This design comes from an exercise in tuning for small area, a short achievable clock period and few clock cycles on the open sky130 flow, not from production work.
Function was checked by simulation only, so behaviour that the tests miss may differ from the original.

==> inputs of run a <==
// flash_prog
module flash_prog (
    input             clk,
    input             rst,
    input      [7:0]  rx_data,
    input             rx_valid,
    output            rx_ready,
    output reg [7:0]  tx_data,
    output reg        tx_valid,
    input             tx_ready,
    output            bus_req,
    output            bus_we,
    output     [20:0] bus_addr,
    output     [31:0] bus_wdata,
    input             bus_ack,
    input      [31:0] bus_rdata,
    output            handed_off
);
==> flow/config.mk <==
export PLATFORM = sky130hd
export DESIGN_NAME = flash_prog
export DESIGN_NICKNAME = flash_prog
export VERILOG_FILES = /design/flow/design.v
export SDC_FILE = /design/flow/constraint.sdc
export NUM_CORES = 4
export LEC_CHECK = 0
export CAP_MARGIN = 20
export CORE_MARGIN = 2
export CORE_UTILIZATION = 60
export SETUP_SLACK_MARGIN = 4.5
export SLEW_MARGIN = 20
==> flow/constraint.sdc <==
create_clock -name core_clock -period 8.0 [get_ports {clk}]
set_input_delay 1.6000 -clock core_clock [delete_from_list [all_inputs] [get_ports {clk}]]
set_output_delay 1.6000 -clock core_clock [all_outputs]
set_load 0.01 [all_outputs]
standard.sh (not shown) runs the stock make flow with config.mk's settings and CLKGATE_MAP_FILE= SYNTH_SCRIPT=/design/flow/synth_recipe.tcl, a recipe that flattens the netlist after the stock synthesis.
==> flow/flow/run.sh <==
#!/bin/bash
# The standard layout (standard.sh: the standard flow's own ORFS make flow, unchanged synthesis), with the
# ports buffered by plain buffers instead of the delay buffers buffer_ports picks by default.
set -euo pipefail
bash standard.sh "BUFFER_PORTS_ARGS=-buffer_cell sky130_fd_sc_hd__buf_2" finish > standard.log 2>&1
==> run b: changes against run a <==
--- a/flow/design.v
+++ b/flow/design.v
@@ -55,12 +55,12 @@
                S_LEV   = 4,  S_WCTRL = 5,  S_RACK  = 6,  S_RD    = 7,
                S_UL1   = 8,  S_UL2   = 9,  S_CMD   = 10, S_SECT  = 11,
                S_BOOT  = 12, S_IDM   = 13, S_IDD   = 14, S_IDX   = 15,
                S_IDO   = 16, S_A0    = 17, S_DATA  = 18, S_POLL0 = 19,
                S_POLL  = 20, S_VER   = 21, S_BEX1  = 22, S_BEX2  = 23,
-               S_FIN   = 24, S_HAND  = 25, S_LEV0  = 26;
-    localparam NS = 27;
+               S_FIN   = 24, S_HAND  = 25;
+    localparam NS = 26;
     localparam O_ID = 0, O_CE = 1, O_ER = 2, O_WR = 3, O_RD = 4, O_S1 = 5;
     reg [NS-1:0] st;
     reg [5:0]  op;
     reg        second;      
     reg        pb;          
@@ -83,11 +83,10 @@
     reg [3:0]  fail;
     reg        q_req, q_we, q_sela, q_even, q_odd;
     reg [7:0]  q_byte;
     reg        q_reply;     
     reg        q_inw;       
-    reg        r_rd_ref, r_er_ref, r_er_none;
     wire hold     = (rcnt != 3'd0);
     wire slotfree = !tx_valid || tx_ready;
     wire can_send = slotfree && !hold;
     wire [4:0] fix = {st[S_BOOT] && nb == 2'd2,
                       st[S_BOOT] && nb != 2'd2,
@@ -153,29 +152,28 @@
         if (st[S_MASK]) begin
             if (take) sn[S_IDLE] = 1'b1; else sn[S_MASK] = 1'b1;
         end
         if (st[S_FLD]) begin
             if (take && nb == 2'd3) begin
-                if (fld_len) sn[S_LEV0] = 1'b1; else sn[S_PEV] = 1'b1;
+                if (fld_len) sn[S_LEV] = 1'b1; else sn[S_PEV] = 1'b1;
             end else sn[S_FLD] = 1'b1;
         end
         if (st[S_PEV]) begin
             if (can_send || op[O_ER]) begin
                 if (!op[O_WR])      sn[S_FLD]   = 1'b1;
                 else if (wp_refuse) sn[S_IDLE]  = 1'b1;
                 else                sn[S_WCTRL] = 1'b1;
             end else sn[S_PEV] = 1'b1;
         end
-        if (st[S_LEV0]) sn[S_LEV] = 1'b1;
         if (st[S_LEV]) begin
             if (can_send) begin
                 if (op[O_RD]) begin
-                    if (r_rd_ref) sn[S_IDLE] = 1'b1; else sn[S_RD] = 1'b1;
+                    if (rd_refuse) sn[S_IDLE] = 1'b1; else sn[S_RD] = 1'b1;
                 end else begin
-                    if (r_er_ref)       sn[S_IDLE] = 1'b1;
-                    else if (r_er_none) sn[S_FIN]  = 1'b1;
-                    else                sn[S_UL1]  = 1'b1;
+                    if (er_refuse)    sn[S_IDLE] = 1'b1;
+                    else if (er_none) sn[S_FIN]  = 1'b1;
+                    else              sn[S_UL1]  = 1'b1;
                 end
             end else sn[S_LEV] = 1'b1;
         end
         if (st[S_WCTRL]) begin
             if (take && rx00 && !ovf)             sn[S_UL1]   = 1'b1;
@@ -297,11 +295,11 @@
             push = 1'b1;
             push_byte = {7'd0, op[O_WR] && wp_refuse};
         end
         if (st[S_LEV] && can_send) begin
             push = 1'b1;
-            push_byte = {7'd0, op[O_RD] ? r_rd_ref : r_er_ref};
+            push_byte = {7'd0, op[O_RD] ? rd_refuse : er_refuse};
         end
         if (st[S_WCTRL] && take && (rx00 || rx01 || rx02)) begin
             push = 1'b1;
             push_byte = rx02 ? 8'h02 : {7'd0, rx00 && ovf};
         end
@@ -390,14 +388,11 @@
             a       <= {f2, f1, f0[7:2]};
             phi     <= (f3 != 8'd0);
             plo     <= (f0[1:0] != 2'd0);
             fld_len <= 1'b1;
         end
-        r_rd_ref  <= rd_refuse;
-        r_er_ref  <= er_refuse;
-        r_er_none <= er_none;
-        if (st[S_LEV0]) N[13:0] <= S[13:0];
+        if (st[S_LEV] && can_send) N[13:0] <= S[13:0];
         if (st[S_RD] && hs) begin
             P    <= bus_rdata;
             rcnt <= slotfree ? 3'd3 : 3'd4;
             rid  <= 1'b0;
             a    <= a_inc;
==> flow/run.sh (new file) <==
#!/bin/bash
# synth_recipe.tcl (not shown) runs the flow's synth.tcl, then flattens the netlist and writes it again
# the make line also repeats each setting of config.mk as NAME=value (left out here)
make -C /OpenROAD-flow-scripts/flow DESIGN_CONFIG=/design/flow/config.mk WORK_HOME=/design/flow/orfs CLKGATE_MAP_FILE= SYNTH_SCRIPT=/design/flow/synth_recipe.tcl finish
CORE_UTILIZATION = 40   (was 60)
removed: flow/flow/run.sh
removed: flow/standard.sh
==> run c: changes against run a <==
--- a/flow/design.v
+++ b/flow/design.v
@@ -84,10 +84,11 @@
     reg        q_req, q_we, q_sela, q_even, q_odd;
     reg [7:0]  q_byte;
     reg        q_reply;     
     reg        q_inw;       
     reg        r_rd_ref, r_er_ref, r_er_none;
+    reg [13:0] r_S;
     wire hold     = (rcnt != 3'd0);
     wire slotfree = !tx_valid || tx_ready;
     wire can_send = slotfree && !hold;
     wire [4:0] fix = {st[S_BOOT] && nb == 2'd2,
                       st[S_BOOT] && nb != 2'd2,
@@ -393,11 +394,12 @@
             fld_len <= 1'b1;
         end
         r_rd_ref  <= rd_refuse;
         r_er_ref  <= er_refuse;
         r_er_none <= er_none;
-        if (st[S_LEV0]) N[13:0] <= S[13:0];
+        r_S       <= S[13:0];
+        if (st[S_LEV] && can_send) N[13:0] <= r_S;
         if (st[S_RD] && hs) begin
             P    <= bus_rdata;
             rcnt <= slotfree ? 3'd3 : 3'd4;
             rid  <= 1'b0;
             a    <= a_inc;
CORE_UTILIZATION = 40   (was 60)
==> qor summary <==
quantity                                                        run b           run c           run a
Result of the run                                      finished clean  finished clean  finished clean
Worst clock skew on the final layout                        0.0299 ns       0.0137 ns       0.0118 ns
Core area                                                0.0296 sq mm    0.0299 sq mm    0.0195 sq mm
Critical path class                                           reg2reg          in2reg         reg2reg
Number of inserted filler cells in the final layout             2,774           2,875           1,546
Final clock period utilization by the worst path                45.1%           45.1%           45.8%
Clock network area share                                        4.10%           5.39%           4.78%
Slew at the pin closest to its max-slew limit                 1.01 ns         1.03 ns        0.864 ns
Crit-path max FO                                                    5               5               6
Inserted Diodes                                                     1               0               0
Net count after synthesis                                       1,367           1,390           1,373
Area grow syn2layout                                            27.6%           18.9%           16.1%
Ratio of cells with drive above 1 in the final layout           25.2%           20.6%           20.9%
Synth top area share                                            27.0%           26.6%           27.1%
Clock buffer depth                                                  2               3               2
Total number of multi-input combinational cells                   993           1,014           1,003
Testbench counts of run a, summed over its fixed seeds: cycles 58,384.
Testbench counts of run b, summed over its fixed seeds: cycles 58,368.
Testbench counts of run c, summed over its fixed seeds: cycles 58,384.

==> separate check: timing with driven ports <==
The flow's constraints put no driver on any port. The routed layouts listed below were extracted and timed again, unchanged, in two steps. Step 1: set_driving_cell puts a clkbuf_16 on clk and a buf_2 on each other input, an assumption about the parent block. Step 2 also shifts input and output timing later by t, the mid clock arrival at the registers, as if the neighbouring blocks saw the same clock. a / b / c = ideal ports / drivers / drivers and shift; a / b = the first two.
run | t (ns) | slack for setup (ns) | worst register clock-pin slew, ns
run a | 0.488 | 4.334 / 4.334 / 3.950 | 0.08 / 0.08
run b | 0.498 | 4.394 / 4.394 / 3.928 | 0.10 / 0.10
run c | 0.581 | 4.394 / 4.423 / 3.842 | 0.07 / 0.07
After both steps every run listed still meets setup and hold. The setup slack of run c, which loses most, moves by +0.029 ns with the drivers and by -0.552 ns with both steps.
